Background: an optimization exercise with open tools, aiming at small area, a short achievable clock period and few clock cycles per item. Do not read the settings as production practice.
No run shown here included a check of the RTL's function; only the layout flow was run.
Power figures rest on the tool's default switching activity, not on a simulated workload.

### design/flow/config.mk
export PLATFORM = sky130hd
export DESIGN_NAME = gf_engine
export DESIGN_NICKNAME = gf_engine
export VERILOG_FILES = /design/flow/design.v
export SDC_FILE = /design/flow/constraint.sdc
export NUM_CORES = 4
export LEC_CHECK = 0
export CAP_MARGIN = 0
export CORE_MARGIN = 2
export CORE_UTILIZATION = 40
export CTS_BUF_LIST = sky130_fd_sc_hd__clkbuf_8
export PLACE_DENSITY = 0.6
export SETUP_SLACK_MARGIN = 2.3
export SLEW_MARGIN = 0
export SYNTH_HIERARCHICAL = 1
export SYNTH_MINIMUM_KEEP_SIZE = 0
### design/flow/constraint.sdc
create_clock -name core_clock -period 5.0 [get_ports {clk}]
set_input_delay 1.0000 -clock core_clock [delete_from_list [all_inputs] [get_ports {clk}]]
set_output_delay 1.0000 -clock core_clock [all_outputs]
set_load 0.01 [all_outputs]
### design/flow/design.v
module gf_engine (
    input  wire        clk,
    input  wire        rst,         
    input  wire        fa_we,
    input  wire [12:0] fa_wdata,
    input  wire        fb_we,
    input  wire [12:0] fb_wdata,
    output wire [12:0] fa,
    output wire [12:0] fb,
    output wire [12:0] fr,
    input  wire        cmd_valid,
    input  wire [31:0] cmd_word,
    output wire [7:0]  status
);
    reg [12:0] fa_r;
    reg [12:0] fb_r;
    reg [12:0] fr_r;
    reg        done_r;          
    reg        err_r;           
    assign fa     = fa_r;
    assign fb     = fb_r;
    assign fr     = fr_r;
    assign status = {3'b000, err_r, err_r, 1'b0, done_r, 1'b0};
    wire [12:0] fa4;
    gf_engine_sq2 u_sq2 (.a(fa_r), .y(fa4));
    wire [12:0] opa;
    gf_engine_sel u_sel (.s0(cmd_word[0]), .a0(fa_r), .s1(cmd_word[1]), .a1(fa4), .y(opa));
    wire [168:0] mcol;
    gf_engine_mcols u_mcols (.b(fb_r), .m(mcol));
    wire [12:0] prod;
    genvar gi, gk;
    generate
        for (gk = 0; gk < 13; gk = gk + 1) begin : g_row
            wire [12:0] m;
            for (gi = 0; gi < 13; gi = gi + 1) begin : g_m
                assign m[gi] = mcol[13*gi + gk];
            end
            gf_engine_dot13 u_dot (.m(m), .a(opa), .y(prod[gk]));
        end
    endgenerate
    wire cmd_hi0     = (cmd_word[31:2] == 30'd0);
    wire is_gfmul    = cmd_hi0 && (cmd_word[1:0] == 2'b01);
    wire is_gfsq2mul = cmd_hi0 && (cmd_word[1:0] == 2'b10);
    wire legal       = is_gfmul | is_gfsq2mul;
    wire [12:0] fa_next;
    wire [12:0] fb_next;
    wire [12:0] fr_next;
    wire fa_ld = fa_we & !rst;
    wire fb_ld = fb_we & !rst;
    gf_engine_ld u_ld_fa (.rst(rst), .ld(fa_ld), .d(fa_wdata), .q(fa_r), .y(fa_next));
    gf_engine_ld u_ld_fb (.rst(rst), .ld(fb_ld), .d(fb_wdata), .q(fb_r), .y(fb_next));
    gf_engine_upd u_upd_fr (.rst(rst), .we(cmd_valid & legal), .d(prod), .q(fr_r), .y(fr_next));
    always @(posedge clk) begin
        fa_r <= fa_next;
        fb_r <= fb_next;
        fr_r <= fr_next;
        if (rst) begin
            done_r <= 1'b0;
            err_r  <= 1'b0;
        end else if (cmd_valid) begin
            done_r <= legal;
            err_r  <= !legal;
        end
    end
endmodule
module gf_engine_sq2 (
    input  wire [12:0] a,
    output wire [12:0] y
);
    wire g0;
    wire g1;
    wire g2;
    wire g3;
    wire g4;
    wire g5;
    wire g6;
    wire g7;
    gf_engine_xor2 u_g0 (.a(a[9]), .b(a[11]), .y(g0));
    gf_engine_xor2 u_g1 (.a(a[8]), .b(a[10]), .y(g1));
    gf_engine_xor2 u_g2 (.a(g0), .b(g1), .y(g2));
    gf_engine_xor2 u_g3 (.a(a[7]), .b(a[12]), .y(g3));
    gf_engine_xor2 u_g4 (.a(a[10]), .b(a[12]), .y(g4));
    gf_engine_xor2 u_g5 (.a(a[4]), .b(a[6]), .y(g5));
    gf_engine_xor2 u_g6 (.a(g1), .b(a[11]), .y(g6));
    gf_engine_xor2 u_g7 (.a(g0), .b(a[5]), .y(g7));
    wire h0;
    gf_engine_xor2 u_h0 (.a(a[0]), .b(a[11]), .y(h0));
    wire h1;
    gf_engine_xor2 u_h1 (.a(g4), .b(h0), .y(h1));
    assign y[0] = h1;
    wire h2;
    gf_engine_xor2 u_h2 (.a(a[11]), .b(a[6]), .y(h2));
    wire h3;
    gf_engine_xor2 u_h3 (.a(a[8]), .b(h2), .y(h3));
    assign y[1] = h3;
    wire h4;
    gf_engine_xor2 u_h4 (.a(g3), .b(g6), .y(h4));
    assign y[2] = h4;
    wire h5;
    gf_engine_xor2 u_h5 (.a(g0), .b(g5), .y(h5));
    assign y[3] = h5;
    wire h6;
    gf_engine_xor2 u_h6 (.a(a[1]), .b(a[7]), .y(h6));
    wire h7;
    gf_engine_xor2 u_h7 (.a(g5), .b(h6), .y(h7));
    wire h8;
    gf_engine_xor2 u_h8 (.a(g2), .b(h7), .y(h8));
    assign y[4] = h8;
    assign y[5] = g2;
    wire h9;
    gf_engine_xor2 u_h9 (.a(g5), .b(g6), .y(h9));
    assign y[6] = h9;
    wire h10;
    gf_engine_xor2 u_h10 (.a(a[4]), .b(g7), .y(h10));
    assign y[7] = h10;
    wire h11;
    gf_engine_xor2 u_h11 (.a(a[2]), .b(a[5]), .y(h11));
    wire h12;
    gf_engine_xor2 u_h12 (.a(g3), .b(h11), .y(h12));
    wire h13;
    gf_engine_xor2 u_h13 (.a(g2), .b(h12), .y(h13));
    assign y[8] = h13;
    wire h14;
    gf_engine_xor2 u_h14 (.a(g0), .b(g4), .y(h14));
    assign y[9] = h14;
    wire h15;
    gf_engine_xor2 u_h15 (.a(g3), .b(g7), .y(h15));
    assign y[10] = h15;
    wire h16;
    gf_engine_xor2 u_h16 (.a(a[5]), .b(a[6]), .y(h16));
    wire h17;
    gf_engine_xor2 u_h17 (.a(g4), .b(h16), .y(h17));
    assign y[11] = h17;
    wire h18;
    gf_engine_xor2 u_h18 (.a(a[12]), .b(a[3]), .y(h18));
    wire h19;
    gf_engine_xor2 u_h19 (.a(a[6]), .b(h18), .y(h19));
    wire h20;
    gf_engine_xor2 u_h20 (.a(g2), .b(h19), .y(h20));
    assign y[12] = h20;
endmodule
module gf_engine_sel (
    input  wire        s0,
    input  wire [12:0] a0,
    input  wire        s1,
    input  wire [12:0] a1,
    output wire [12:0] y
);
    assign y = ({13{s0}} & a0) | ({13{s1}} & a1);
endmodule
module gf_engine_mcols (
    input  wire [12:0]  b,
    output wire [168:0] m
);
    wire [12:0] col [0:12];
    assign col[0] = b;
    genvar gi;
    generate
        for (gi = 1; gi < 13; gi = gi + 1) begin : g_col
            assign col[gi] = {col[gi-1][11:0], 1'b0}
                           ^ {8'd0, col[gi-1][12], col[gi-1][12], 1'b0, col[gi-1][12], col[gi-1][12]};
        end
        for (gi = 0; gi < 13; gi = gi + 1) begin : g_out
            assign m[13*gi +: 13] = col[gi];
        end
    endgenerate
endmodule
module gf_engine_dot13 (
    input  wire [12:0] m,
    input  wire [12:0] a,
    output wire        y
);
    assign y = ^(m & a);
endmodule
module gf_engine_xor2 (
    input  wire a,
    input  wire b,
    output wire y
);
    assign y = a ^ b;
endmodule
module gf_engine_upd (
    input  wire        rst,
    input  wire        we,
    input  wire [12:0] d,
    input  wire [12:0] q,
    output wire [12:0] y
);
    assign y = rst ? 13'd0 : (we ? d : q);
endmodule
module gf_engine_ld (
    input  wire        rst,
    input  wire        ld,
    input  wire [12:0] d,
    input  wire [12:0] q,
    output wire [12:0] y
);
    assign y = ld ? d : (rst ? 13'd0 : q);
endmodule
### design/flow/flow/run.sh
#!/bin/bash
# Own layout flow: the standard flow (standard.sh), with two changes to
# how the layout is made:
#  * the port buffers that the standard flow inserts on every input and
#    output are sky130_fd_sc_hd__buf_1 instead of the default choice
#    (the resizer may still upsize them where timing needs it);
#  * the 3-input XOR/XNOR cells are added to the platform's don't-use list,
#    so that synthesis builds the XOR trees from faster 2-input cells.
# Everything else (synthesis script, floorplan, power grid, tap cells,
# placement, CTS, routing) is the standard flow unchanged.
set -euo pipefail
cd "$(dirname "$0")/.."

PLATFORM_DONT_USE="sky130_fd_sc_hd__probe_p_8 sky130_fd_sc_hd__probec_p_8 \
sky130_fd_sc_hd__lpflow_bleeder_1 sky130_fd_sc_hd__lpflow_clkbufkapwr_1 \
sky130_fd_sc_hd__lpflow_clkbufkapwr_16 sky130_fd_sc_hd__lpflow_clkbufkapwr_2 \
sky130_fd_sc_hd__lpflow_clkbufkapwr_4 sky130_fd_sc_hd__lpflow_clkbufkapwr_8 \
sky130_fd_sc_hd__lpflow_clkinvkapwr_1 sky130_fd_sc_hd__lpflow_clkinvkapwr_16 \
sky130_fd_sc_hd__lpflow_clkinvkapwr_2 sky130_fd_sc_hd__lpflow_clkinvkapwr_4 \
sky130_fd_sc_hd__lpflow_clkinvkapwr_8 sky130_fd_sc_hd__lpflow_decapkapwr_12 \
sky130_fd_sc_hd__lpflow_decapkapwr_3 sky130_fd_sc_hd__lpflow_decapkapwr_4 \
sky130_fd_sc_hd__lpflow_decapkapwr_6 sky130_fd_sc_hd__lpflow_decapkapwr_8 \
sky130_fd_sc_hd__lpflow_inputiso0n_1 sky130_fd_sc_hd__lpflow_inputiso0p_1 \
sky130_fd_sc_hd__lpflow_inputiso1n_1 sky130_fd_sc_hd__lpflow_inputiso1p_1 \
sky130_fd_sc_hd__lpflow_inputisolatch_1 sky130_fd_sc_hd__lpflow_isobufsrc_1 \
sky130_fd_sc_hd__lpflow_isobufsrc_16 sky130_fd_sc_hd__lpflow_isobufsrc_2 \
sky130_fd_sc_hd__lpflow_isobufsrc_4 sky130_fd_sc_hd__lpflow_isobufsrc_8 \
sky130_fd_sc_hd__lpflow_isobufsrckapwr_16 \
sky130_fd_sc_hd__lpflow_lsbuf_lh_hl_isowell_tap_1 \
sky130_fd_sc_hd__lpflow_lsbuf_lh_hl_isowell_tap_2 \
sky130_fd_sc_hd__lpflow_lsbuf_lh_hl_isowell_tap_4 \
sky130_fd_sc_hd__lpflow_lsbuf_lh_isowell_4 \
sky130_fd_sc_hd__lpflow_lsbuf_lh_isowell_tap_1 \
sky130_fd_sc_hd__lpflow_lsbuf_lh_isowell_tap_2 \
sky130_fd_sc_hd__lpflow_lsbuf_lh_isowell_tap_4"
EXTRA_DONT_USE="sky130_fd_sc_hd__xor3_1 sky130_fd_sc_hd__xor3_2 sky130_fd_sc_hd__xor3_4 \
sky130_fd_sc_hd__xnor3_1 sky130_fd_sc_hd__xnor3_2 sky130_fd_sc_hd__xnor3_4"

bash standard.sh finish \
    "DONT_USE_CELLS=$PLATFORM_DONT_USE $EXTRA_DONT_USE" \
    "BUFFER_PORTS_ARGS=-buffer_cell sky130_fd_sc_hd__buf_1" \
    > flow_make.log 2>&1
### design/flow/standard.sh
#!/bin/bash
# synth_recipe.tcl (not shown) runs the flow's synth.tcl, then flattens the netlist and writes it again
# the make line also repeats each setting of config.mk as NAME=value (left out here)
make -C /OpenROAD-flow-scripts/flow DESIGN_CONFIG=/design/flow/config.mk WORK_HOME=/design/flow/orfs CLKGATE_MAP_FILE= SYNTH_SCRIPT=/design/flow/synth_recipe.tcl "${@:-finish}"
==> key figures, run 1 <==
Status
  – Outcome: timing/DRC/antenna clean

Clocking
  – CTS tree: done
  – CTS Buf Count: 5
  – # clock sinks: just over 40
  – Clk slew on worst S/H paths: ~0.09 ns
  – Largest buffer count on any clock path: 2
  – Root Buffer: clkbuf_8
  – Latest clock arrival within the worst-skew pair: roughly 0.32 ns
  – H-tree depth: 2
  – Hold_buf cts: 0

Logic synthesis
  – Synth unique cells: 28
  – Sequential area share after synthesis: 0.150
  – Top_reg_cell synth: dfxtp_1
  – Avg Synthesized Cell Area: 7.78 sq um
  – Largest family of logic cells by synthesized area: XOR/XNOR gates
  – Leading area contributor after synthesis: xnor2_1
  – Synth area leaders: xnor2_1 23%, buf_4 21%, dfxtp_1 15%
  – Post-synth EDFFs: 0
  – Yosys top cell area share: 0.235
  – Compound-Gate Fraction of Synth Area: 0.0625
  – Synth Cell Area: between 5000 and 6000 sq um
  – Simple-gate portion of the synthesized area: 0.157
  – Adder-cell share of the synthesized area: 0
  – Synth warn: 8
  – Synthesis-stage register bit count: 41
  – Synth async-reset ratio: 0
  – Multiplexer area fraction after synthesis: 0.0237
  – Cell count after synthesis: 705
  – Post-synthesis xor/xnor area fraction: 0.364

Timing
  – Hold Fails Final Rpt: 0
  – Max_slew headroom: 0.262
  – Final clock skew: 0.0137 ns
  – Unrepaired setup endpoints after global routing: yes
  – Final Max Slew Viols: 0
  – Final setup violation count: 0
  – Crit share post-route: 0.531
  – Actual slew at the worst max-slew pin: 1.10 ns
  – Maximum clock rate: roughly 380 MHz
  – Final min period: between 2 and 3 ns
  – Post-route setup TNS: 0 ns
  – WHS: 0.499 ns

Die
  – FP Rows: 42
  – Initial core utilization: 0.412
  – # IOs: 110
  – Floorplan core area: 13300 sq um
  – Die H: between 100 and 150 um
  – Full die area: 14700 sq um
  – Die width: about 120 um

Route
  – Detailed Route WL: approximately 12000 um
  – Via count: approximately 3800
  – Detail Route Antenna Nets: 0
  – WL/cell: ~14 um
  – Pre-antenna DRT Iters: 4
  – Vias/cell: between 4 and 5
  – Detailed Route Iter0 Violations: 180
  – Residual DRC: 0

Layout
  – Most frequent cells in the layout: 174 x nand2_1, 141 x xnor2_1, 102 x buf_1, 70 x xor2_1, 27 x dfxtp_1
  – Commonest non-fill, non-tap cell in the layout: nand2_1
  – Non-Filler Instances: between 800 and 900
  – Fillers: between 1000 and 1500
  – Layout Utilization: 0.390
  – Final nets: 718
  – Layout cell share with drive strength beyond 1: 0.0930
  – Area Growth Syn to Fin: -5.36%
  – Antenna diodes: 0

Setup path
  – CP delay by family, top: XOR/XNOR gates
  – Worst path required time: 5.19 ns
  – Nature of the critical path startpoint: register
  – Slowest-stage cell, CP: dfxtp_2
  – CP Data Arrival Time: roughly 2.9 ns
  – WP buf/inv: 0
  – CP cell instances: xor2_4 -> xor2_1 -> xor2_1 -> a22o_4 -> nand2_1 -> xor2_1 -> xnor2_1 -> xnor2_1 -> xnor2_1 -> mux2i_1 -> nor2_1
  – Slowest stage delay, CP: ~0.46 ns
  – Crit path kind: register to register
  – Critical Path Sink Type: register
  – CP max FO: 13

GRT
  – Largest net degree at the start of global routing: 24
  – First-pass GRT wire length: around 19000 um
  – Total GRT Usage: 0.161
  – Vias in the first global route: roughly 3700
  – Total gr overflow: 0
  – Antenna violations before repair: 0

Flow run
  – Max-cap viol count: 0

Place
  – Placed cell count: about 800
  – GP Congestion: between 0.9 and 1
  – HPWL after DPL: 8620 um
  – Buffers added on ports: approximately 100

Power
  – P_leak: roughly 1.8 nW
  – Power Dens Cells: around 350 nW/um^2
  – VDD IR max: about 150 uV

Worst hold path
  – Hold Path Class: register to register
## per-module statistics from Yosys (local to each module, per instance)
module           cell area [sq um]  times used
gf_engine_dot13                154          13
gf_engine_sel                  140           1
gf_engine_xor2                8.76          29
gf_engine_upd                  214           1
gf_engine_mcols               1400           1
gf_engine_sq2                 97.6           1
gf_engine                     1020           1
gf_engine_ld                   175           2
## final cells by class
class	instances	area (sq um)	share of cell area
flip-flops and latches	41	838	0.162
multi-input cells	493	3550	0.684
inverters	7	26.3	0.00507
well taps	176	220	0.0425
clock inverters	3	68.8	0.0133
repair buffers	107	415	0.0801
clock buffers	5	68.8	0.0133
## worst reg2reg max path: cells and delay by family (launching register included)
family	cells	cell delay (ns)
AOI/OAI and AO/OA	1	0.25
xor gates and xnor gates	7	1.57
DFF	1	0.46
muxes	1	0.13
and+or+nand+nor	2	0.13
## worst paths after layout
kind	endpoint	slack [ns]	cells past startpoint	startpoint
hold / removal	fr_r[8]	0.50	2	fr_r[8]
setup / recovery	fr_r[6]	2.34	11	fa_r[10]
setup reg to reg	fr_r[6]	2.34	11	fa_r[10]
hold reg to reg	fr_r[8]	0.50	2	fr_r[8]
## cell families after synthesis
group,count (synthesis)
AOI/OAI and AO/OA,40
xor gates and xnor gates,226
buffers and inverters,175
DFF,41
muxes,13
other,1
and+or+nand+nor,209
## cells in the mapped netlist (5+ instances only)
master	n
nor4_1	5
nand2_1	174
dfxtp_1	41
xnor2_1	147
a22o_2	5
mux2i_1	13
xor2_1	77
inv_1	7
buf_6	7
buf_4	154
nor2_1	15
a22o_1	30
## per-stage QoR
| stage | worst slack (ns) | area, sq um | total power, mW |
|---|---|---|---|
| 3_5_place_dp | 1.85 | 4850 | 1.46 |
| 6_report | 2.34 | 5190 | 1.83 |
| 2_1_floorplan | 2.31 | 5500 | 1.53 |
| 5_1_grt | 2.23 | 5190 | 1.96 |
| 4_1_cts | 2.30 | 5050 | 1.82 |
| 3_3_place_gp | 1.87 | 4850 | 1.45 |
## repair_timing
item,CTS,global route
pin swaps,1,1
gates resized for setup,17,29
buffers inserted,0,0
hold endpoints to repair,0,0
endpoints found under the setup margin,13,13
gates cloned,0,0
## registers in the layout (all words and copies together), names as in the netlist
register / flops
fa_r: 13
fb_r: 13
fr_r: 13
done_r: 1
err_r: 1
## where the power goes
group / switching [mW] / total [mW] / leakage (nW) / internal, mW
logic: 0.578 / 1.10 / 1.35 / 0.520
clock network: 0.136 / 0.337 / 0.0687 / 0.201
registers: 0.0476 / 0.391 / 0.341 / 0.344
total: 0.761 / 1.83 / 1.76 / 1.06
## metal layers
| layer | part of all wire | routed length, um | global-route usage | vias to the layer above |
|---|---|---|---|---|
| li1 | - | - | - | 1949 |
| met1 | 0.47 | 5460 | 0.217 | 1762 |
| met2 | 0.47 | 5450 | 0.269 | 95 |
| met3 | 0.045 | 520 | 0.0207 | 13 |
| met4 | 0.017 | 195 | 0.0472 | 0 |
| met5 | 0 | 0 | 0 | - |
==> run 2: changes to the inputs <==
--- a/design/flow/config.mk
+++ b/design/flow/config.mk
@@ -14,3 +14,4 @@
 export SLEW_MARGIN = 0
 export SYNTH_HIERARCHICAL = 1
 export SYNTH_MINIMUM_KEEP_SIZE = 0
+export TNS_END_PERCENT = 5
==> run 2 against run 1 <==
  * Still clean on timing, DRC and antenna
  * First-iteration DRC count rose by 10%
  * Clock skew fell by 0.0014 ns
  * Wire length fell by 0.12%
  * Hold slack barely moved
  * Flip-flop and latch count did not move
  * Critical path type unchanged
  * Design area rose by 0.14%
  * Fmax rose by 3.4%
  * Critical endpoint is now fr_r[2]
==> key figures, run 2 <==
Status
  – Outcome: timing/DRC/antenna clean (unchanged)

GRT
  – First-pass GRT wire length: 18900 um (about the same)
  – Vias in the first global route: 3673 (unchanged)
  – Total GRT Usage: 0.161 (about the same)
  – Total gr overflow: 0 (unchanged)
  – Largest net degree at the start of global routing: 24 (unchanged)
  – Antenna violations before repair: 0 (unchanged)

Clocking
  – Largest buffer count on any clock path: 2 (unchanged)
  – CTS Buf Count: 5 (unchanged)
  – # clock sinks: 41 (unchanged)
  – CTS tree: done (unchanged)
  – H-tree depth: 2 (unchanged)
  – Clk slew on worst S/H paths: 0.09 ns (about the same)
  – Root Buffer: clkbuf_8 (unchanged)
  – Latest clock arrival within the worst-skew pair: 0.32 ns (about the same)

Logic synthesis
  – Leading area contributor after synthesis: xnor2_1 (unchanged)
  – Yosys top cell area share: 0.235 (unchanged)
  – Synth warn: 8 (unchanged)
  – Synth cell count leaders: 174 x nand2_1, 154 x buf_4, 147 x xnor2_1, 77 x xor2_1, 41 x dfxtp_1 (unchanged)
  – Avg Synthesized Cell Area: 7.78 sq um (unchanged)
  – Top_reg_cell synth: dfxtp_1 (unchanged)
  – Synth area leaders: xnor2_1 23%, buf_4 21%, dfxtp_1 15% (unchanged)
  – Synth Cell Area: 5480 sq um (unchanged)
  – Cell count after synthesis: 705 (unchanged)
  – Post-synth EDFFs: 0 (unchanged)
  – Count leader, synth: nand2_1 (unchanged)
  – Synthesis-stage register bit count: 41 (unchanged)
  – Sequential area share after synthesis: 0.150 (unchanged)
  – Synth async-reset ratio: 0 (unchanged)
  – Synth unique cells: 28 (unchanged)

Timing
  – Maximum clock rate: 389 MHz (was 376 MHz)
  – Final min period: 2.57 ns (was 2.66 ns)
  – Crit share post-route: 0.514 (was 0.531)
  – Final Max Slew Viols: 0 (unchanged)
  – Final clock skew: 0.0123 ns (was 0.0137 ns)
  – Final setup violation count: 0 (unchanged)
  – Actual slew at the worst max-slew pin: 1.06 ns (was 1.10 ns)
  – Unrepaired setup endpoints after global routing: yes (unchanged)
  – Post-route setup TNS: 0 ns (unchanged)
  – Max_slew headroom: 0.290 (was 0.262)
  – Hold Fails Final Rpt: 0 (unchanged)

Layout
  – Fillers: 1375 (unchanged)
  – Final nets: 718 (unchanged)
  – Area Growth Syn to Fin: -5.23% (was -5.36%)
  – Antenna diodes: 0 (unchanged)
  – Commonest non-fill, non-tap cell in the layout: nand2_1 (unchanged)
  – Largest registers: fa_r (13), fb_r (13), fr_r (13) (unchanged)
  – Layout cell share with drive strength beyond 1: 0.0945 (was 0.0930)
  – Non-Filler Instances: 832 (unchanged)
  – Most frequent cells in the layout: 174 x nand2_1, 141 x xnor2_1, 102 x buf_1, 69 x xor2_1, 27 x dfxtp_1 (was 174 x nand2_1, 141 x xnor2_1, 102 x buf_1, 70 x xor2_1, 27 x dfxtp_1)

Place
  – Placed cell count: 824 (unchanged)
  – GP Congestion: 0.903 (unchanged)
  – Buffers added on ports: 104 (unchanged)
  – HPWL after DPL: 8620 um (unchanged)

Die
  – Initial core utilization: 0.412 (unchanged)
  – # IOs: 110 (unchanged)
  – FP Rows: 42 (unchanged)
  – Die width: 121 um (unchanged)
  – Floorplan core area: 13300 sq um (unchanged)
  – Die H: 121 um (unchanged)
  – Full die area: 14700 sq um (unchanged)

Setup path
  – Nature of the critical path startpoint: register (unchanged)
  – Crit path kind: register to register (unchanged)
  – Critical Path Sink Type: register (unchanged)
  – CP delay by family, top: XOR/XNOR gates (unchanged)
  – CP cell instances: xor2_4 -> xor2_4 -> xor2_1 -> a22o_4 -> nand2_1 -> xor2_1 -> xnor2_1 -> xnor2_1 -> xnor2_1 -> mux2i_1 -> nor2_1 (was xor2_4 -> xor2_1 -> xor2_1 -> a22o_4 -> nand2_1 -> xor2_1 -> xnor2_1 -> xnor2_1 -> xnor2_1 -> mux2i_1 -> nor2_1)
  – CP Data Arrival Time: 2.77 ns (was 2.85 ns)
  – Slowest-stage cell, CP: dfxtp_2 (unchanged)
  – CP dominant cell by count: xnor2_1
  – Slowest stage delay, CP: 0.49 ns (was 0.46 ns)
  – CP max FO: 13 (unchanged)
  – Worst path required time: 5.20 ns (was 5.19 ns)
  – WP buf/inv: 0 (unchanged)

Route
  – Vias/cell: 4.61 (was 4.59)
  – Residual DRC: 0 (unchanged)
  – Detailed Route Iter0 Violations: 198 (was 180)
  – WL/cell: 14.0 um (about the same)
  – Detailed Route WL: 11600 um (about the same)
  – Via count: 3833 (was 3819)
  – Pre-antenna DRT Iters: 4 (unchanged)
  – Detail Route Antenna Nets: 0 (unchanged)

Flow run
  – Max-cap viol count: 0 (unchanged)

Power
  – P_leak: 1.76 nW (about the same)
  – Power Dens Cells: 351 nW/um^2 (was 352 nW/um^2)
  – VDD IR max: 150 uV (was 149 uV)

Worst hold path
  – Hold Path Class: register to register (unchanged)
[run 2: worst paths after layout]
kind	slack, ns	start	depth (start not counted)	to
max	2.43	fa_r[11]	11	fr_r[2]
min reg2reg	0.50	fr_r[8]	2	fr_r[8]
max reg2reg	2.43	fa_r[11]	11	fr_r[2]
min	0.50	fr_r[8]	2	fr_r[8]
[run 2: modules after synthesis (local to each module, per instance)]
module           times used  flops+latches
gf_engine_sel             1              0
gf_engine_sq2             1              0
gf_engine_upd             1              0
gf_engine_mcols           1              0
gf_engine_dot13          13              0
gf_engine                 1             41
gf_engine_ld              2              0
gf_engine_xor2           29              0
[run 2: routing by layer]
metal	share of wire	track usage
met1	0.47	0.217
met2	0.47	0.269
met3	0.047	0.0207
met4	0.016	0.0472
met5	0	0
[run 2: final cells by class]
class	instances	area, sq um	share of cell area
clock buffers	5	68.8	0.0132
clock inverters	3	68.8	0.0132
inverters	7	26.3	0.00506
multi-input cells	493	3560	0.685
flip-flops and latches	41	838	0.161
well taps	176	220	0.0424
repair buffers	107	415	0.0800
[run 2: kinds of logic (layout without fill, tap and decap cells)]
family / Yosys count / in the layout / share of synthesized area
AO/OA/AOI/OAI: 40 / 40 / 0.0625
XOR/XNOR: 226 / 226 / 0.364
buffers and inverters: 175 / 122 / 0.242
flip-flops: 41 / 41 / 0.150
multiplexers: 13 / 13 / 0.0237
other: 1 / 5 / 0.000684
AND/OR/NAND/NOR: 209 / 209 / 0.157
[run 2: report_power, final]
part | internal [mW] | switching, mW | total (mW) | leakage [nW]
combinational | 0.520 | 0.575 | 1.10 | 1.35
sequential | 0.344 | 0.0476 | 0.391 | 0.341
clock | 0.201 | 0.136 | 0.338 | 0.0687
[run 2: repair_timing]
item                       4_1_cts  5_1_grt
resized for setup               16       31
pin swaps                        1        1
setup buffers                    0        0
setup endpoints to repair       13       13
hold buffers                     0        0
[run 2: worst reg2reg max path, stage by stage (launching register included)]
cell and delay, ns:
dfxtp_2 0.49, xor2_4 0.32, xor2_4 0.25, xor2_1 0.22, a22o_4 0.26, nand2_1 0.09
xor2_1 0.18, xnor2_1 0.21, xnor2_1 0.16, xnor2_1 0.09, mux2i_1 0.13, nor2_1 0.05
[run 2: metrics by stage]
stage | cell area, sq um | setup slack, ns | util | power, mW | hold slack [ns]
after floorplan | 5500 | 2.31 | - | 1.53 | 0.466
after global placement | 4850 | 1.87 | 0.364 | 1.45 | 0.478
after detailed placement | 4850 | 1.85 | 0.364 | 1.46 | 0.480
after CTS | 5050 | 2.26 | 0.380 | 1.82 | 0.502
after global routing | 5190 | 2.26 | 0.391 | 1.96 | 0.546
final | 5190 | 2.43 | 0.391 | 1.82 | 0.499
==> run 3: changes to the inputs <==
--- a/design/flow/config.mk
+++ b/design/flow/config.mk
@@ -10,7 +10,7 @@
 export CORE_UTILIZATION = 40
 export CTS_BUF_LIST = sky130_fd_sc_hd__clkbuf_8
 export PLACE_DENSITY = 0.6
-export SETUP_SLACK_MARGIN = 2.3
+export SETUP_SLACK_MARGIN = 2.45
 export SLEW_MARGIN = 0
 export SYNTH_HIERARCHICAL = 1
 export SYNTH_MINIMUM_KEEP_SIZE = 0
==> run 3 against run 2 <==
  * Clock skew grew 0.0010 ns
  * Global-route usage grew 0.78 points
  * Hold slack lost 0.0023 ns
  * Fmax grew 3.1%
  * Design area grew 2.7%
  * Non-clock buffer count grew 10
  * Combinational power grew 4%
  * Sequential share of layout area shrank 0.17 points
  * Clock power shrank 34%
  * Wire length grew 4.7%
  * Highest routed layer unchanged
  * Still clean
  * Synthesized cell count is the same
  * Utilization grew 1.1 points
==> key figures, run 3 <==
Die
  – Die H: 121 um (unchanged)
  – Initial core utilization: 0.412 (unchanged)
  – FP Rows: 42 (unchanged)
  – # IOs: 110 (unchanged)
  – Full die area: 14700 sq um (unchanged)
  – Die width: 121 um (unchanged)
  – Floorplan core area: 13300 sq um (unchanged)

Route
  – Residual DRC: 0 (unchanged)
  – Detail Route Antenna Nets: 0 (unchanged)
  – Detailed Route Iter0 Violations: 207 (was 198)
  – WL/cell: 14.4 um (was 14.0 um)
  – Detailed Route WL: 12100 um (was 11600 um)
  – Via count: 3909 (was 3833)
  – Vias/cell: 4.63 (was 4.61)
  – Pre-antenna DRT Iters: 4 (unchanged)

Logic synthesis
  – Count leader, synth: nand2_1 (unchanged)
  – Sequential area share after synthesis: 0.150 (unchanged)
  – Synth async-reset ratio: 0 (unchanged)
  – Post-synth EDFFs: 0 (unchanged)
  – Synth area leaders: xnor2_1 23%, buf_4 21%, dfxtp_1 15% (unchanged)
  – Leading area contributor after synthesis: xnor2_1 (unchanged)
  – Synth warn: 8 (unchanged)
  – Yosys top cell area share: 0.235 (unchanged)
  – Synthesis-stage register bit count: 41 (unchanged)
  – Avg Synthesized Cell Area: 7.78 sq um (unchanged)
  – Synth Cell Area: 5480 sq um (unchanged)
  – Synth unique cells: 28 (unchanged)
  – Cell count after synthesis: 705 (unchanged)
  – Top_reg_cell synth: dfxtp_1 (unchanged)
  – Synth cell count leaders: 174 x nand2_1, 154 x buf_4, 147 x xnor2_1, 77 x xor2_1, 41 x dfxtp_1 (unchanged)

Setup path
  – Critical Path Sink Type: register (unchanged)
  – R2R Setup Slk: 2.51 ns (was 2.43 ns)
  – Slowest stage delay, CP: 0.35 ns (was 0.49 ns)
  – CP delay by family, top: XOR/XNOR gates (unchanged)
  – WP buf/inv: 1 (was 0)
  – Reg2reg end: fr_r[0] (was fr_r[2])
  – Slowest-stage cell, CP: buf_2 (was dfxtp_2)
  – Worst setup path end: fr_r[11] (was fr_r[2])
  – CP cell instances: buf_2 -> a22o_4 -> nand2_1 -> xnor2_1 -> xnor2_1 -> xnor2_1 -> xnor2_1 -> mux2i_1 -> nor2_1 (was xor2_4 -> xor2_4 -> xor2_1 -> a22o_4 -> nand2_1 -> xor2_1 -> xnor2_1 -> xnor2_1 -> xnor2_1 -> mux2i_1 -> nor2_1)
  – WP depth: 9 (was 11)
  – Nature of the critical path startpoint: primary input (was register)
  – CP dominant cell by count: xnor2_1 (unchanged)
  – Crit path kind: primary input to register (was register to register)
  – CP Data Arrival Time: 2.67 ns (was 2.77 ns)
  – Crit path from: cmd_word[1] (was fa_r[11])
  – R2r startpoint: fa_r[11] (unchanged)
  – CP max FO: 16 (was 13)
  – Reg2reg path depth: 11 (unchanged)
  – Worst path required time: 5.18 ns (was 5.20 ns)

Power
  – Switching Share: 0.439 (was 0.416)
  – P_int: 0.986 mW (was 1.07 mW)
  – P_leak: 1.83 nW (was 1.76 nW)
  – Power Dens Cells: 329 nW/um^2 (was 351 nW/um^2)
  – Total power: 1.76 mW (was 1.82 mW)
  – Clock power share: 0.127 (was 0.185)
  – Sequential power share: 0.224 (was 0.215)
  – VDD IR max: 145 uV (was 150 uV)
  – P_sw: 0.772 mW (was 0.759 mW)
  – Logic gate share of total power: 0.649 (was 0.600)

Clocking
  – Root Buffer: clkbuf_8 (unchanged)
  – Clk slew on worst S/H paths: 0.08 ns (was 0.09 ns)
  – H-tree depth: 2 (unchanged)
  – CTS tree: done (unchanged)
  – Latest clock arrival within the worst-skew pair: 0.30 ns (was 0.32 ns)
  – Largest buffer count on any clock path: 2 (unchanged)
  – Hold_buf cts: 0 (unchanged)
  – # clock sinks: 41 (unchanged)
  – CTS Buf Count: 5 (unchanged)

Layout
  – Commonest non-fill, non-tap cell in the layout: nand2_1 (unchanged)
  – Multi-input logic area: 3660 sq um (was 3560 sq um)
  – Sequential Area: 852 sq um (was 838 sq um)
  – Layout cell share with drive strength beyond 1: 0.124 (was 0.0945)
  – Area Growth Syn to Fin: -2.67% (was -5.23%)
  – Final nets: 730 (was 718)
  – Most frequent cells in the layout: 173 x nand2_1, 140 x xnor2_1, 102 x buf_1, 66 x xor2_1, 24 x dfxtp_1 (was 174 x nand2_1, 141 x xnor2_1, 102 x buf_1, 69 x xor2_1, 27 x dfxtp_1)
  – Antenna diodes: 0 (unchanged)
  – Fillers: 1350 (was 1375)
  – Largest registers: fa_r (13), fb_r (13), fr_r (13) (unchanged)

Timing
  – Final setup violation count: 0 (unchanged)
  – Post-route setup TNS: 0 ns (unchanged)
  – Actual slew at the worst max-slew pin: 1.18 ns (was 1.06 ns)
  – Final Max Slew Viols: 0 (unchanged)
  – Hold Fails Final Rpt: 0 (unchanged)
  – Final clock skew: 0.0133 ns (was 0.0123 ns)
  – Crit share post-route: 0.498 (was 0.514)
  – Final min period: 2.49 ns (was 2.57 ns)
  – Maximum clock rate: 401 MHz (was 389 MHz)
  – Unrepaired setup endpoints after global routing: yes (unchanged)
  – Fin worst setup slack: 2.51 ns (was 2.43 ns)
  – Max_slew headroom: 0.210 (was 0.290)

GRT
  – Layer with the highest usage: met2 (unchanged)
  – Total gr overflow: 0 (unchanged)
  – First-pass GRT wire length: 19900 um (was 18900 um)
  – Met1 Usage GRT: 0.229 (was 0.217)
  – M3 GR Usage: 0.0160 (was 0.0207)
  – Largest net degree at the start of global routing: 24 (unchanged)
  – Antenna violations before repair: 0 (unchanged)
  – M2 GR Usage: 0.287 (was 0.269)
  – Total GRT Usage: 0.169 (was 0.161)
  – Vias in the first global route: 3782 (was 3673)

Place
  – Pre-CTS setup slack: 1.82 ns (was 1.85 ns)
  – Buffers added on ports: 104 (unchanged)
  – GP Congestion: 0.838 (was 0.903)
  – HPWL after DPL: 8610 um (was 8620 um)

Worst hold path
  – Hold Path Class: register to register (unchanged)

Flow run
  – Max-cap viol count: 0 (unchanged)

Status
  – Outcome: timing/DRC/antenna clean (unchanged)
## run 3: changes by cell type in the layout (fill, tap and decap cells not counted), sizes merged
cell	change
a22o	+2
buf	+12
bufinv	-2
clkbuf	-2
clkinv	+2
clkinvlp	+1
inv	-1
## run 3: power groups by stage
stage                     Combinational [mW]  Sequential (mW)  Clock, mW
final                                   1.14            0.393      0.224
after global routing                    1.25            0.397      0.248
after CTS                               1.09            0.390      0.235
after detailed placement                1.06            0.394          0
after global placement                  1.05            0.394          0
after floorplan                         1.15            0.384          0
## run 3: logic make-up (layout without fill, tap and decap cells)
kind of cell	after synthesis	count (layout)	share of synthesized area
AOI/OAI and AO/OA	40	42	0.0625
xor gates and xnor gates	226	226	0.364
buffers and inverters	175	132	0.242
DFF	41	41	0.150
muxes	13	13	0.0237
other	1	5	0.000684
and+or+nand+nor	209	209	0.157
## run 3: routing by layer
metal | part of all wire | routed length [um] | vias to the layer above
met5 | 0 | 0 | -
met4 | 0.018 | 222 | 0
met3 | 0.037 | 444 | 17
met2 | 0.48 | 5820 | 97
met1 | 0.47 | 5670 | 1819
li1 | - | - | 1976
## run 3: what timing repair did
item / CTS / global route
setup endpoints to repair: 13 / 14
hold endpoints to repair: 0 / 0
cloned: 0 / 2
buffers inserted: 0 / 10
resized for setup: 32 / 32
pin swaps: 2 / 11
## run 3: worst min-delay path by stage
stage / start / endpoint / slack [ns] / cells after the start
6_report: fr_r[12] / fr_r[12] / 0.50 / 2
5_1_grt: fr_r[6] / fr_r[6] / 0.53 / 2
4_1_cts: err_r / err_r / 0.50 / 2
3_5_place_dp: fr_r[12] / fr_r[12] / 0.48 / 2
3_3_place_gp: fr_r[12] / fr_r[12] / 0.48 / 2
2_1_floorplan: err_r / err_r / 0.47 / 2
## run 3: through the flow
step / hold WS [ns] / util / area, sq um / instances
6_report: 0.497 / 0.401 / 5340 / 844
5_1_grt: 0.534 / 0.401 / 5340 / 844
4_1_cts: 0.500 / 0.382 / 5080 / 832
3_5_place_dp: 0.483 / 0.365 / 4850 / 824
3_3_place_gp: 0.476 / 0.365 / 4850 / 824
2_1_floorplan: 0.466 / - / 5510 / 709
## run 3: worst reg2reg max path: stages (launching register included)
cell	delay, ns
dfxtp_4	0.41
xor2_4	0.28
xor2_2	0.25
xor2_2	0.23
a22o_2	0.26
nand2_1	0.08
xor2_1	0.16
xnor2_1	0.14
xnor2_1	0.29
xnor2_1	0.10
mux2i_1	0.13
nor2_1	0.05
## run 3: final cells by class
cell class	count	share of cell area
multi-input combinational	495	0.686
sequential	41	0.160
timing repair buffer	117	0.0919
tap	176	0.0413
clock buffer	5	0.0129
inverter	7	0.00492
clock inverter	3	0.00328
## run 3: modules after synthesis (local to each module, per instance)
module	cells inside	cell area, sq um	flops+latches	copies in the design
gf_engine_mcols	183	1400	0	1
gf_engine	69	1020	41	1
gf_engine_upd	29	214	0	1
gf_engine_ld	21	175	0	2
gf_engine_dot13	25	154	0	13
gf_engine_sel	15	140	0	1
gf_engine_sq2	13	97.6	0	1
gf_engine_xor2	1	8.76	0	29
==> run 4: changes to the inputs <==
--- a/design/flow/config.mk
+++ b/design/flow/config.mk
@@ -10,7 +10,7 @@
 export CORE_UTILIZATION = 40
 export CTS_BUF_LIST = sky130_fd_sc_hd__clkbuf_8
 export PLACE_DENSITY = 0.6
-export SETUP_SLACK_MARGIN = 2.45
+export SETUP_SLACK_MARGIN = 2.35
 export SLEW_MARGIN = 0
 export SYNTH_HIERARCHICAL = 1
 export SYNTH_MINIMUM_KEEP_SIZE = 0
==> run 4 against run 3 <==
  * Still clean
  * Clock skew increased by 0.0022 ns
  * Die area unchanged
  * Synthesized area unchanged
  * Utilization increased by 0.88 points
  * Wire length increased by 4.6%
  * Critical path depth increased by 2
  * Final cell count decreased by 0.24%
  * Critical path type is now register to register
  * Largest cell class unchanged
  * Largest power group unchanged
==> key figures, run 4 <==
Status
  – Outcome: timing/DRC/antenna clean (unchanged)

Place
  – Placed cell count: 824 (unchanged)
  – HPWL after DPL: 8580 um (was 8610 um)
  – GP Congestion: 0.888 (was 0.838)
  – Buffers added on ports: 104 (unchanged)

Layout
  – Layout cell share with drive strength beyond 1: 0.128 (was 0.124)
  – Most frequent cells in the layout: 173 x nand2_1, 140 x xnor2_1, 102 x buf_1, 62 x xor2_1, 24 x dfxtp_1 (was 173 x nand2_1, 140 x xnor2_1, 102 x buf_1, 66 x xor2_1, 24 x dfxtp_1)
  – Final nets: 728 (was 730)
  – Fillers: 1371 (was 1350)
  – Layout Utilization: 0.410 (was 0.401)
  – Non-Filler Instances: 842 (was 844)
  – Commonest non-fill, non-tap cell in the layout: nand2_1 (unchanged)
  – Area Growth Syn to Fin: -0.525% (was -2.67%)
  – Largest registers: fa_r (13), fb_r (13), fr_r (13) (unchanged)
  – Antenna diodes: 0 (unchanged)

Logic synthesis
  – Synthesis-stage register bit count: 41 (unchanged)
  – Synth unique cells: 28 (unchanged)
  – Synth area leaders: xnor2_1 23%, buf_4 21%, dfxtp_1 15% (unchanged)
  – Sequential area share after synthesis: 0.150 (unchanged)
  – Leading area contributor after synthesis: xnor2_1 (unchanged)
  – Cell count after synthesis: 705 (unchanged)
  – Top_reg_cell synth: dfxtp_1 (unchanged)
  – Synth Cell Area: 5480 sq um (unchanged)
  – Count leader, synth: nand2_1 (unchanged)
  – Synth warn: 8 (unchanged)
  – Synth cell count leaders: 174 x nand2_1, 154 x buf_4, 147 x xnor2_1, 77 x xor2_1, 41 x dfxtp_1 (unchanged)
  – Synth async-reset ratio: 0 (unchanged)
  – Avg Synthesized Cell Area: 7.78 sq um (unchanged)
  – Post-synth EDFFs: 0 (unchanged)
  – Yosys top cell area share: 0.235 (unchanged)

Route
  – Detailed Route WL: 12700 um (was 12100 um)
  – Vias/cell: 4.68 (was 4.63)
  – Detail Route Antenna Nets: 0 (unchanged)
  – Detailed Route Iter0 Violations: 222 (was 207)
  – Via count: 3938 (was 3909)
  – Residual DRC: 0 (unchanged)
  – WL/cell: 15.1 um (was 14.4 um)
  – Pre-antenna DRT Iters: 4 (unchanged)

Timing
  – Maximum clock rate: 385 MHz (was 401 MHz)
  – Final clock skew: 0.0155 ns (was 0.0133 ns)
  – Hold Fails Final Rpt: 0 (unchanged)
  – Post-route setup TNS: 0 ns (unchanged)
  – Final min period: 2.60 ns (was 2.49 ns)
  – Final setup violation count: 0 (unchanged)
  – Actual slew at the worst max-slew pin: 1.15 ns (was 1.18 ns)
  – Final Max Slew Viols: 0 (unchanged)
  – Max_slew headroom: 0.230 (was 0.210)
  – Crit share post-route: 0.520 (was 0.498)
  – Unrepaired setup endpoints after global routing: yes (unchanged)

Die
  – FP Rows: 42 (unchanged)
  – # IOs: 110 (unchanged)
  – Floorplan core area: 13300 sq um (unchanged)
  – Initial core utilization: 0.412 (unchanged)
  – Die width: 121 um (unchanged)
  – Die H: 121 um (unchanged)
  – Full die area: 14700 sq um (unchanged)

Power
  – P_int: 1.10 mW (was 0.986 mW)
  – Switching Share: 0.423 (was 0.439)
  – P_leak: 1.85 nW (was 1.83 nW)
  – Power Dens Cells: 351 nW/um^2 (was 329 nW/um^2)
  – Sequential power share: 0.207 (was 0.224)
  – P_sw: 0.808 mW (was 0.772 mW)
  – Logic gate share of total power: 0.616 (was 0.649)
  – Clock power share: 0.177 (was 0.127)
  – VDD IR max: 130 uV (was 145 uV)

GRT
  – Antenna violations before repair: 0 (unchanged)
  – Largest net degree at the start of global routing: 24 (unchanged)
  – Total GRT Usage: 0.169 (about the same)
  – Total gr overflow: 0 (unchanged)
  – First-pass GRT wire length: 19800 um (was 19900 um)
  – Vias in the first global route: 3813 (was 3782)

Clocking
  – H-tree depth: 2 (unchanged)
  – CTS tree: done (unchanged)
  – # clock sinks: 41 (unchanged)
  – Hold_buf cts: 0 (unchanged)
  – Clk slew on worst S/H paths: 0.10 ns (was 0.08 ns)
  – Latest clock arrival within the worst-skew pair: 0.32 ns (was 0.30 ns)
  – CTS Buf Count: 5 (unchanged)
  – Largest buffer count on any clock path: 2 (unchanged)
  – Root Buffer: clkbuf_8 (unchanged)

Setup path
  – Crit path kind: register to register (was primary input to register)
  – CP Data Arrival Time: 2.81 ns (was 2.67 ns)
  – CP max FO: 13 (was 16)
  – Nature of the critical path startpoint: register (was primary input)
  – Reg2reg path depth: 11 (unchanged)
  – Critical Path Sink Type: register (unchanged)
  – Worst path required time: 5.21 ns (was 5.18 ns)

Flow run
  – Max-cap viol count: 0 (unchanged)

Worst hold path
  – Hold path depth: 2 (unchanged)
  – Hold Path Class: register to register (unchanged)
-- run 4: cell counts after synthesis --
Identical to the previous run, type by type.
-- run 4: per-layer routing --
layer / part of all wire / vias up / track usage
met3: 0.058 / 11 / 0.0183
met1: 0.45 / 1829 / 0.228
met5: 0 / - / 0
met2: 0.48 / 123 / 0.284
met4: 0.013 / 0 / 0.0472
li1: - / 1975 / -
-- run 4: cell type report --
class                      count  area, sq um  share of cell area
inverter                       7         26.3             0.00482
clock buffer                   5         68.8              0.0126
timing repair buffer         114          484              0.0888
clock inverter                 3         68.8              0.0126
sequential                    41          855               0.157
tap                          176          220              0.0404
multi-input combinational    496         3730               0.684
-- run 4: final timing paths --
check        slack (ns)     from        to
max                2.40  fa_r[8]  fr_r[12]
min                0.50  fr_r[4]   fr_r[4]
max reg2reg        2.40  fa_r[8]  fr_r[12]
min reg2reg        0.50  fr_r[4]   fr_r[4]
-- run 4: metrics by stage --
step                setup slack, ns  area, sq um  hold WS (ns)  total power, mW
floorplan                      2.38         5510         0.466             1.54
global placement               1.83         4850         0.478             1.45
detailed placement             1.81         4850         0.485             1.46
CTS                            2.33         5090         0.509             1.82
global route                   2.22         5450         0.547             2.05
finish                         2.40         5450         0.501             1.91
-- run 4: power groups by stage --
| stage | clock network (mW) | logic, mW | registers (mW) |
|---|---|---|---|
| 2_1_floorplan | 0 | 1.15 | 0.384 |
| 3_3_place_gp | 0 | 1.06 | 0.393 |
| 3_5_place_dp | 0 | 1.07 | 0.393 |
| 4_1_cts | 0.349 | 1.09 | 0.388 |
| 5_1_grt | 0.361 | 1.29 | 0.399 |
| 6_report | 0.339 | 1.18 | 0.395 |
-- run 4: timing repair --
| item | in CTS | in global routing |
|---|---|---|
| pin swaps | 0 | 17 |
| endpoints found under the setup margin | 13 | 13 |
| resized for setup | 23 | 50 |
| buffers inserted | 0 | 7 |
| cloned | 0 | 3 |
-- run 4: kinds of logic after synthesis --
group           count (synthesis)  share of synthesized area
simple gates                  209                      0.157
compound gates                 40                     0.0625
flops                          41                      0.150
buf+inv                       175                      0.242
other cells                     1                   0.000684
xor+xnor                      226                      0.364
mux                            13                     0.0237
-- run 4: per-module statistics from Yosys (local to each module, per instance) --
module	times used	flops+latches	area, sq um	cells inside
gf_engine_ld	2	0	175	21
gf_engine_dot13	13	0	154	25
gf_engine_xor2	29	0	8.76	1
gf_engine_upd	1	0	214	29
gf_engine_mcols	1	0	1400	183
gf_engine_sel	1	0	140	15
gf_engine	1	41	1020	69
gf_engine_sq2	1	0	97.6	13
-- run 4: worst max-delay path: stages, from the launching register on --
cell and delay, ns:
dfxtp_2 0.44, xor2_4 0.26, xor2_2 0.24, xor2_1 0.26
a22o_4 0.25, nand2_1 0.09, xor2_1 0.18, xnor2_1 0.15
xnor2_1 0.32, xnor2_1 0.11, mux2i_1 0.13, nor2_1 0.05
==> run 5: changes to the inputs <==
--- a/design/flow/config.mk
+++ b/design/flow/config.mk
@@ -10,7 +10,7 @@
 export CORE_UTILIZATION = 40
 export CTS_BUF_LIST = sky130_fd_sc_hd__clkbuf_8
 export PLACE_DENSITY = 0.6
-export SETUP_SLACK_MARGIN = 2.35
+export SETUP_SLACK_MARGIN = 2.4
 export SLEW_MARGIN = 0
 export SYNTH_HIERARCHICAL = 1
 export SYNTH_MINIMUM_KEEP_SIZE = 0
==> run 5 against run 4 <==
  * Synthesized cell count unchanged
  * Sequential share of layout area is essentially flat
  * Non-clock buffer count up 4
  * Design area increased by 0.50%
  * Total power shrank 4.0%
  * Final cell count is 0.48% higher
  * Flip-flop and latch count did not move
  * Die area unchanged
  * Hold slack got worse by 0.0029 ns
  * Count of clock-buffer cells in the layout did not move
  * Sequential power about the same
  * Largest power group unchanged
==> key figures, run 5 <==
Layout
  – Final nets: 732 (was 728)
  – Commonest non-fill, non-tap cell in the layout: nand2_1 (unchanged)
  – Non-Filler Instances: 846 (was 842)
  – Antenna diodes: 0 (unchanged)
  – Layout cell share with drive strength beyond 1: 0.139 (was 0.128)
  – Fillers: 1336 (was 1371)
  – Area Growth Syn to Fin: -0.0227% (was -0.525%)
  – Most frequent cells in the layout: 172 x nand2_1, 136 x xnor2_1, 102 x buf_1, 63 x xor2_1, 24 x dfxtp_1 (was 173 x nand2_1, 140 x xnor2_1, 102 x buf_1, 62 x xor2_1, 24 x dfxtp_1)
  – Cell area after layout: 5480 sq um (was 5450 sq um)
  – Largest registers: fa_r (13), fb_r (13), fr_r (13) (unchanged)

GRT
  – Total GRT Usage: 0.169 (about the same)
  – First-pass GRT wire length: 19900 um (was 19800 um)
  – Largest net degree at the start of global routing: 24 (unchanged)
  – Vias in the first global route: 3769 (was 3813)
  – Antenna violations before repair: 0 (unchanged)
  – Total gr overflow: 0 (unchanged)

Place
  – GP Congestion: 0.838 (was 0.888)
  – Placed cell count: 824 (unchanged)
  – Pre-CTS setup slack: 1.82 ns (was 1.81 ns)
  – Placement Cell Area: 4850 sq um (about the same)
  – Buffers added on ports: 104 (unchanged)
  – HPWL after DPL: 8610 um (was 8580 um)

Setup path
  – Nature of the critical path startpoint: register (unchanged)
  – Crit path from: fa_r[11] (was fa_r[8])
  – Critical Path Sink Type: register (unchanged)
  – CP max FO: 6 (was 13)
  – R2r startpoint: fa_r[11] (was fa_r[8])
  – CP Data Arrival Time: 2.79 ns (was 2.81 ns)
  – Crit path kind: register to register (unchanged)
  – Worst path required time: 5.20 ns (was 5.21 ns)

Clocking
  – Largest buffer count on any clock path: 2 (unchanged)
  – H-tree depth: 2 (unchanged)
  – Root Buffer: clkbuf_8 (unchanged)
  – # clock sinks: 41 (unchanged)
  – Hold_buf cts: 0 (unchanged)
  – CTS Buf Count: 5 (unchanged)
  – CTS tree: done (unchanged)
  – Latest clock arrival within the worst-skew pair: 0.31 ns (was 0.32 ns)
  – Clk slew on worst S/H paths: 0.09 ns (was 0.10 ns)

Route
  – Pre-antenna DRT Iters: 4 (unchanged)
  – Detailed Route WL: 12600 um (was 12700 um)
  – Detail Route Antenna Nets: 0 (unchanged)
  – Residual DRC: 0 (unchanged)
  – Via count: 3961 (was 3938)
  – Vias/cell: 4.68 (about the same)
  – WL/cell: 15.0 um (was 15.1 um)
  – Detailed Route Iter0 Violations: 217 (was 222)

Power
  – Total power: 1.84 mW (was 1.91 mW)
  – Power Dens Cells: 335 nW/um^2 (was 351 nW/um^2)
  – P_leak: 1.88 nW (was 1.85 nW)
  – VDD IR max: 156 uV (was 130 uV)

Logic synthesis
  – Synth async-reset ratio: 0 (unchanged)
  – Synth Cell Area: 5480 sq um (unchanged)
  – Avg Synthesized Cell Area: 7.78 sq um (unchanged)
  – Sequential area share after synthesis: 0.150 (unchanged)
  – Synth warn: 8 (unchanged)
  – Post-synth EDFFs: 0 (unchanged)
  – Synth area leaders: xnor2_1 23%, buf_4 21%, dfxtp_1 15% (unchanged)
  – Synthesis-stage register bit count: 41 (unchanged)
  – Leading area contributor after synthesis: xnor2_1 (unchanged)
  – Yosys top cell area share: 0.235 (unchanged)
  – Cell count after synthesis: 705 (unchanged)
  – Synth cell count leaders: 174 x nand2_1, 154 x buf_4, 147 x xnor2_1, 77 x xor2_1, 41 x dfxtp_1 (unchanged)
  – Top_reg_cell synth: dfxtp_1 (unchanged)
  – Synth unique cells: 28 (unchanged)
  – Count leader, synth: nand2_1 (unchanged)

Timing
  – Actual slew at the worst max-slew pin: 1.12 ns (was 1.15 ns)
  – Unrepaired setup endpoints after global routing: yes (unchanged)
  – Final min period: 2.59 ns (was 2.60 ns)
  – Final setup violation count: 0 (unchanged)
  – Maximum clock rate: 385 MHz (about the same)
  – Max_slew headroom: 0.251 (was 0.230)
  – Fin worst setup slack: 2.41 ns (was 2.40 ns)
  – Post-route setup TNS: 0 ns (unchanged)
  – Crit share post-route: 0.519 (was 0.520)
  – Final Max Slew Viols: 0 (unchanged)
  – Hold Fails Final Rpt: 0 (unchanged)
  – Final clock skew: 0.0132 ns (was 0.0155 ns)

Worst hold path
  – Hold Startpoint: fr_r[12] (was fr_r[4])
  – Hold Path Class: register to register (unchanged)

Die
  – Die width: 121 um (unchanged)
  – FP Rows: 42 (unchanged)
  – Die H: 121 um (unchanged)
  – Full die area: 14700 sq um (unchanged)
  – Floorplan core area: 13300 sq um (unchanged)
  – # IOs: 110 (unchanged)
  – Initial core utilization: 0.412 (unchanged)

Status
  – Outcome: timing/DRC/antenna clean (unchanged)

Flow run
  – Max-cap viol count: 0 (unchanged)
## run 5: cell counts after synthesis
Identical to the previous run, type by type.
## run 5: what timing repair did
item,in CTS,in global routing
gates cloned,0,3
pin swaps,0,27
setup endpoints to repair,13,13
resized for setup,26,56
setup buffers,0,11
## run 5: logic make-up (layout without fill, tap and decap cells)
logic type	count (synthesis)	count (layout)	share of synthesized area
XOR/XNOR	226	226	0.364
AND/OR/NAND/NOR	209	209	0.157
buffers and inverters	175	133	0.242
flip-flops	41	41	0.150
AO/OA/AOI/OAI	40	43	0.0625
multiplexers	13	13	0.0237
other	1	5	0.000684
## run 5: Yosys stat by module, one instance, submodules excluded
module           cells inside  flops+latches  copies in the design
gf_engine                  69             41                     1
gf_engine_dot13            25              0                    13
gf_engine_ld               21              0                     2
gf_engine_mcols           183              0                     1
gf_engine_sel              15              0                     1
gf_engine_sq2              13              0                     1
gf_engine_upd              29              0                     1
gf_engine_xor2              1              0                    29
## run 5: worst paths after layout
check / endpoint / slack (ns) / cells past startpoint
setup / recovery: fr_r[3] / 2.41 / 13
hold / removal: fr_r[12] / 0.50 / 2
setup reg to reg: fr_r[3] / 2.41 / 13
hold reg to reg: fr_r[12] / 0.50 / 2
## run 5: critical path, stage by stage (launching register included)
cell	delay [ns]
dfxtp_4	0.41
xor2_4	0.30
xor2_4	0.25
buf_6	0.15
xor2_4	0.21
buf_12	0.13
a22o_4	0.16
nand2_1	0.08
xor2_1	0.17
xnor2_1	0.18
xnor2_1	0.15
xnor2_1	0.10
mux2i_1	0.14
nor2_1	0.05
## run 5: layer usage
metal  vias up  routed length (um)  GRT usage
li1       1981                   -          -
met1      1848                5820      0.230
met2       115                6050      0.286
met3        17                 508     0.0160
met4         0                 263     0.0443
met5         -                   0          0
## run 5: power breakdown
part	switching (mW)	leakage, nW	internal [mW]	total [mW]
sequential	0.0520	0.344	0.343	0.395
clock	0.130	0.0439	0.0966	0.227
combinational	0.626	1.49	0.588	1.21
total	0.809	1.88	1.03	1.84
## run 5: area by class of cell
type / count / area, sq um / area share
clock inverters: 3 / 17.5 / 0.00320
clock buffers: 5 / 68.8 / 0.0126
repair buffers: 118 / 520 / 0.0950
well taps: 176 / 220 / 0.0402
multi-input cells: 496 / 3770 / 0.688
inverters: 7 / 26.3 / 0.00479
flip-flops and latches: 41 / 857 / 0.156
## run 5: through the flow
step / utilization / hold slack [ns]
4_1_cts: 0.381 / 0.500
6_report: 0.412 / 0.498
5_1_grt: 0.412 / 0.534
3_3_place_gp: 0.365 / 0.476
3_5_place_dp: 0.365 / 0.483
2_1_floorplan: - / 0.466
==> run 6: changes to the inputs <==
--- a/design/flow/design.v
+++ b/design/flow/design.v
@@ -49,7 +49,8 @@
     wire fb_ld = fb_we & !rst;
     gf_engine_ld u_ld_fa (.rst(rst), .ld(fa_ld), .d(fa_wdata), .q(fa_r), .y(fa_next));
     gf_engine_ld u_ld_fb (.rst(rst), .ld(fb_ld), .d(fb_wdata), .q(fb_r), .y(fb_next));
-    gf_engine_upd u_upd_fr (.rst(rst), .we(cmd_valid & legal), .d(prod), .q(fr_r), .y(fr_next));
+    wire fr_ld = cmd_valid & legal & !rst;
+    gf_engine_ld u_ld_fr (.rst(rst), .ld(fr_ld), .d(prod), .q(fr_r), .y(fr_next));
     always @(posedge clk) begin
         fa_r <= fa_next;
         fb_r <= fb_next;
@@ -179,15 +180,6 @@
 );
     assign y = a ^ b;
 endmodule
-module gf_engine_upd (
-    input  wire        rst,
-    input  wire        we,
-    input  wire [12:0] d,
-    input  wire [12:0] q,
-    output wire [12:0] y
-);
-    assign y = rst ? 13'd0 : (we ? d : q);
-endmodule
 module gf_engine_ld (
     input  wire        rst,
     input  wire        ld,
==> run 6 against run 5 <==
  * Still clean
  * Total power is 1.9% higher
  * Utilization down 0.17 points
  * Fmax rose by 0.90%
  * Wire length down 5.4%
  * Final cell count decreased by 0.47%
  * Non-clock buffer count up 4
  * Via count is 3.6% lower
  * Flip-flop and latch count unchanged
  * Synthesized cell count down 0.85%
  * Synthesized area shrank 0.66%
  * Critical path type unchanged
  * Critical endpoint is now fr_r[12]
  * Highest routed layer unchanged
==> key figures, run 6 <==
Timing
  – Hold Fails Final Rpt: 0 (unchanged)
  – Actual slew at the worst max-slew pin: 1.09 ns (was 1.12 ns)
  – Final min period: 2.57 ns (was 2.59 ns)
  – Max_slew headroom: 0.270 (was 0.251)
  – Unrepaired setup endpoints after global routing: yes (unchanged)
  – Final clock skew: 0.0134 ns (was 0.0132 ns)
  – Final Max Slew Viols: 0 (unchanged)
  – Maximum clock rate: 389 MHz (was 385 MHz)
  – Post-route setup TNS: 0 ns (unchanged)
  – Final setup violation count: 0 (unchanged)
  – Crit share post-route: 0.514 (was 0.519)

Route
  – Vias/cell: 4.54 (was 4.68)
  – Detail Route Antenna Nets: 0 (unchanged)
  – Via count: 3819 (was 3961)
  – Residual DRC: 0 (unchanged)
  – Pre-antenna DRT Iters: 4 (unchanged)
  – WL/cell: 14.2 um (was 15.0 um)
  – Detailed Route WL: 12000 um (was 12600 um)
  – Detailed Route Iter0 Violations: 191 (was 217)

Clocking
  – Largest buffer count on any clock path: 2 (unchanged)
  – # clock sinks: 41 (unchanged)
  – Clk slew on worst S/H paths: 0.09 ns (about the same)
  – CTS tree: done (unchanged)
  – Hold_buf cts: 0 (unchanged)
  – Root Buffer: clkbuf_8 (unchanged)
  – CTS Buf Count: 5 (unchanged)
  – H-tree depth: 2 (unchanged)
  – Latest clock arrival within the worst-skew pair: 0.30 ns (was 0.31 ns)

Worst hold path
  – Hold path depth: 2 (unchanged)
  – Hold Path Class: register to register (unchanged)
  – Hold EP: fr_r[10] (was fr_r[12])
  – Hold Startpoint: fr_r[10] (was fr_r[12])

Setup path
  – Worst path required time: 5.19 ns (was 5.20 ns)
  – Reg2reg path depth: 11 (was 13)
  – Reg2reg end: fr_r[12] (was fr_r[3])
  – R2r startpoint: fa_r[11] (unchanged)
  – Nature of the critical path startpoint: register (unchanged)
  – Critical Path Sink Type: register (unchanged)
  – R2R Setup Slk: 2.43 ns (was 2.41 ns)
  – Crit path kind: register to register (unchanged)
  – CP Data Arrival Time: 2.77 ns (was 2.79 ns)
  – CP max FO: 7 (was 6)

Logic synthesis
  – Synthesis-stage register bit count: 41 (unchanged)
  – Synth unique cells: 26 (was 28)
  – Post-synth EDFFs: 0 (unchanged)
  – Synth area leaders: xnor2_1 24%, buf_4 21%, dfxtp_1 15% (was xnor2_1 23%, buf_4 21%, dfxtp_1 15%)
  – Synth Cell Area: 5450 sq um (was 5480 sq um)
  – Leading area contributor after synthesis: xnor2_1 (unchanged)
  – Synth warn: 8 (unchanged)
  – Count leader, synth: nand2_1 (unchanged)
  – Avg Synthesized Cell Area: 7.79 sq um (was 7.78 sq um)
  – Yosys top cell area share: 0.236 (was 0.235)
  – Sequential area share after synthesis: 0.151 (was 0.150)
  – Cell count after synthesis: 699 (was 705)
  – Synth cell count leaders: 176 x nand2_1, 154 x buf_4, 147 x xnor2_1, 77 x xor2_1, 41 x dfxtp_1 (was 174 x nand2_1, 154 x buf_4, 147 x xnor2_1, 77 x xor2_1, 41 x dfxtp_1)
  – Top_reg_cell synth: dfxtp_1 (unchanged)
  – Synth async-reset ratio: 0 (unchanged)

Die
  – Die H: 121 um (about the same)
  – Floorplan core area: 13200 sq um (was 13300 sq um)
  – Initial core utilization: 0.411 (was 0.412)
  – Die width: 121 um (about the same)
  – FP Rows: 42 (unchanged)
  – # IOs: 110 (unchanged)
  – Full die area: 14600 sq um (was 14700 sq um)

Power
  – Power Dens Cells: 344 nW/um^2 (was 335 nW/um^2)
  – P_leak: 1.87 nW (was 1.88 nW)
  – VDD IR max: 134 uV (was 156 uV)

Layout
  – Largest registers: fa_r (13), fb_r (13), fr_r (13) (unchanged)
  – Commonest non-fill, non-tap cell in the layout: nand2_1 (unchanged)
  – Cell area after layout: 5440 sq um (was 5480 sq um)
  – Most frequent cells in the layout: 172 x nand2_1, 140 x xnor2_1, 102 x buf_1, 63 x xor2_1, 30 x a22o_1 (was 172 x nand2_1, 136 x xnor2_1, 102 x buf_1, 63 x xor2_1, 24 x dfxtp_1)
  – Area Growth Syn to Fin: -0.161% (was -0.0227%)
  – Antenna diodes: 0 (unchanged)
  – Final nets: 728 (was 732)
  – Layout cell share with drive strength beyond 1: 0.141 (was 0.139)
  – Non-Filler Instances: 842 (was 846)

Status
  – Outcome: timing/DRC/antenna clean (unchanged)

Place
  – Placement Cell Area: 4820 sq um (was 4850 sq um)
  – HPWL after DPL: 8730 um (was 8610 um)
  – GP Congestion: 0.817 (was 0.838)
  – Buffers added on ports: 104 (unchanged)
  – Placed cell count: 819 (was 824)

GRT
  – First-pass GRT wire length: 18800 um (was 19900 um)
  – Antenna violations before repair: 0 (unchanged)
  – Total gr overflow: 0 (unchanged)
  – Total GRT Usage: 0.160 (was 0.169)
  – Largest net degree at the start of global routing: 17 (was 24)
  – Vias in the first global route: 3540 (was 3769)

Flow run
  – Max-cap viol count: 0 (unchanged)
[run 6: per-module statistics from Yosys, one instance, submodules excluded]
module / cells inside / area (sq um)
gf_engine_sq2: 13 / 97.6
gf_engine_xor2: 1 / 8.76
gf_engine_sel: 15 / 140
gf_engine_ld: 21 / 175
gf_engine_dot13: 25 / 154
gf_engine: 71 / 1020
gf_engine_mcols: 183 / 1400
[run 6: worst max-delay path by stage]
stage                            from  endpoint
after floorplan               fa_r[6]  fr_r[12]
after global placement    cmd_word[0]   fr_r[2]
after detailed placement  cmd_word[0]   fr_r[2]
after CTS                     fa_r[8]   fr_r[2]
after global routing         fa_r[11]  fr_r[12]
final                        fa_r[11]  fr_r[12]
[run 6: layout make-up]
cell class / instances / area [sq um]
sequential: 41 / 857
timing repair buffer: 122 / 562
clock inverter: 3 / 42.5
tap: 176 / 220
multi-input combinational: 488 / 3660
clock buffer: 5 / 68.8
inverter: 7 / 26.3
fill: 1384 / 7810
[run 6: where the power goes]
group | switching (mW) | total (mW) | internal, mW
logic | 0.646 | 1.21 | 0.568
registers | 0.0466 | 0.389 | 0.342
clock network | 0.120 | 0.268 | 0.148
[run 6: routing by layer]
| layer | vias to the layer above | wire length [um] | track usage |
|---|---|---|---|
| met3 | 6 | 630 | 0.0269 |
| li1 | 1981 | - | - |
| met4 | 0 | 85 | 0.0313 |
| met2 | 94 | 5590 | 0.256 |
| met1 | 1738 | 5660 | 0.227 |
| met5 | - | 0 | 0 |
[run 6: stage by stage]
| step | setup slack (ns) | utilization | hold slack (ns) | power, mW |
|---|---|---|---|---|
| floorplan | 2.41 | - | 0.457 | 1.53 |
| global placement | 1.71 | 0.364 | 0.457 | 1.49 |
| detailed placement | 1.69 | 0.364 | 0.458 | 1.49 |
| CTS | 2.34 | 0.383 | 0.469 | 1.79 |
| global route | 2.30 | 0.411 | 0.493 | 2.01 |
| finish | 2.43 | 0.411 | 0.464 | 1.87 |
[run 6: repair_timing]
| item | CTS | global route |
|---|---|---|
| endpoints found under the setup margin | 13 | 13 |
| setup buffers | 0 | 14 |
| gates resized for setup | 32 | 45 |
| pin swaps | 0 | 28 |
| cloned | 0 | 1 |
[run 6: worst max-delay path: stages (launching register included)]
cell and delay, ns:
dfxtp_4 0.40, xor2_4 0.23, xor2_2 0.25, buf_6 0.16
xor2_4 0.20, a22o_4 0.23, nand2_2 0.06, xor2_1 0.18
xnor2_1 0.21, xnor2_1 0.17, xnor2_1 0.12, a22o_2 0.24
[run 6: logic make-up after synthesis]
logic type / count (synthesis) / share of synthesized area
compound gates: 53 / 0.0825
buf+inv: 175 / 0.244
other cells: 1 / 0.000689
xor+xnor: 226 / 0.366
flops: 41 / 0.151
simple gates: 203 / 0.156

## static timing again, ports no longer ideal
Ports are ideal in the flow. The routed layouts listed here were re-timed in OpenROAD. Step 1, drivers: a clkbuf_16 drives clk and a buf_2 each remaining input, both assumed. Step 2, shift: input delay + t, output delay - t, t = (earliest + latest rising clock arrival at the registers) / 2. This alone moves slack from input paths to output paths. a / b / c = ideal ports / drivers / drivers and shift; a / b = the first two.
run | shift t [ns] | setup slack, ns | slew at the worst register clock pin (ns)
run 1 | 0.347 | 2.343 / 2.343 / 2.125 | 0.10 / 0.10
run 2 | 0.346 | 2.430 / 2.430 / 2.123 | 0.10 / 0.10
run 3 | 0.330 | 2.508 / 2.510 / 2.188 | 0.09 / 0.09
run 4 | 0.347 | 2.400 / 2.400 / 2.092 | 0.10 / 0.10
run 5 | 0.337 | 2.405 / 2.405 / 2.157 | 0.09 / 0.09
run 6 | 0.328 | 2.429 / 2.429 / 2.201 | 0.09 / 0.09
After both steps every run listed still meets setup and hold. For run 3, which loses most, drivers alone change the setup slack by +0.002 ns; drivers and shift together by -0.320 ns.
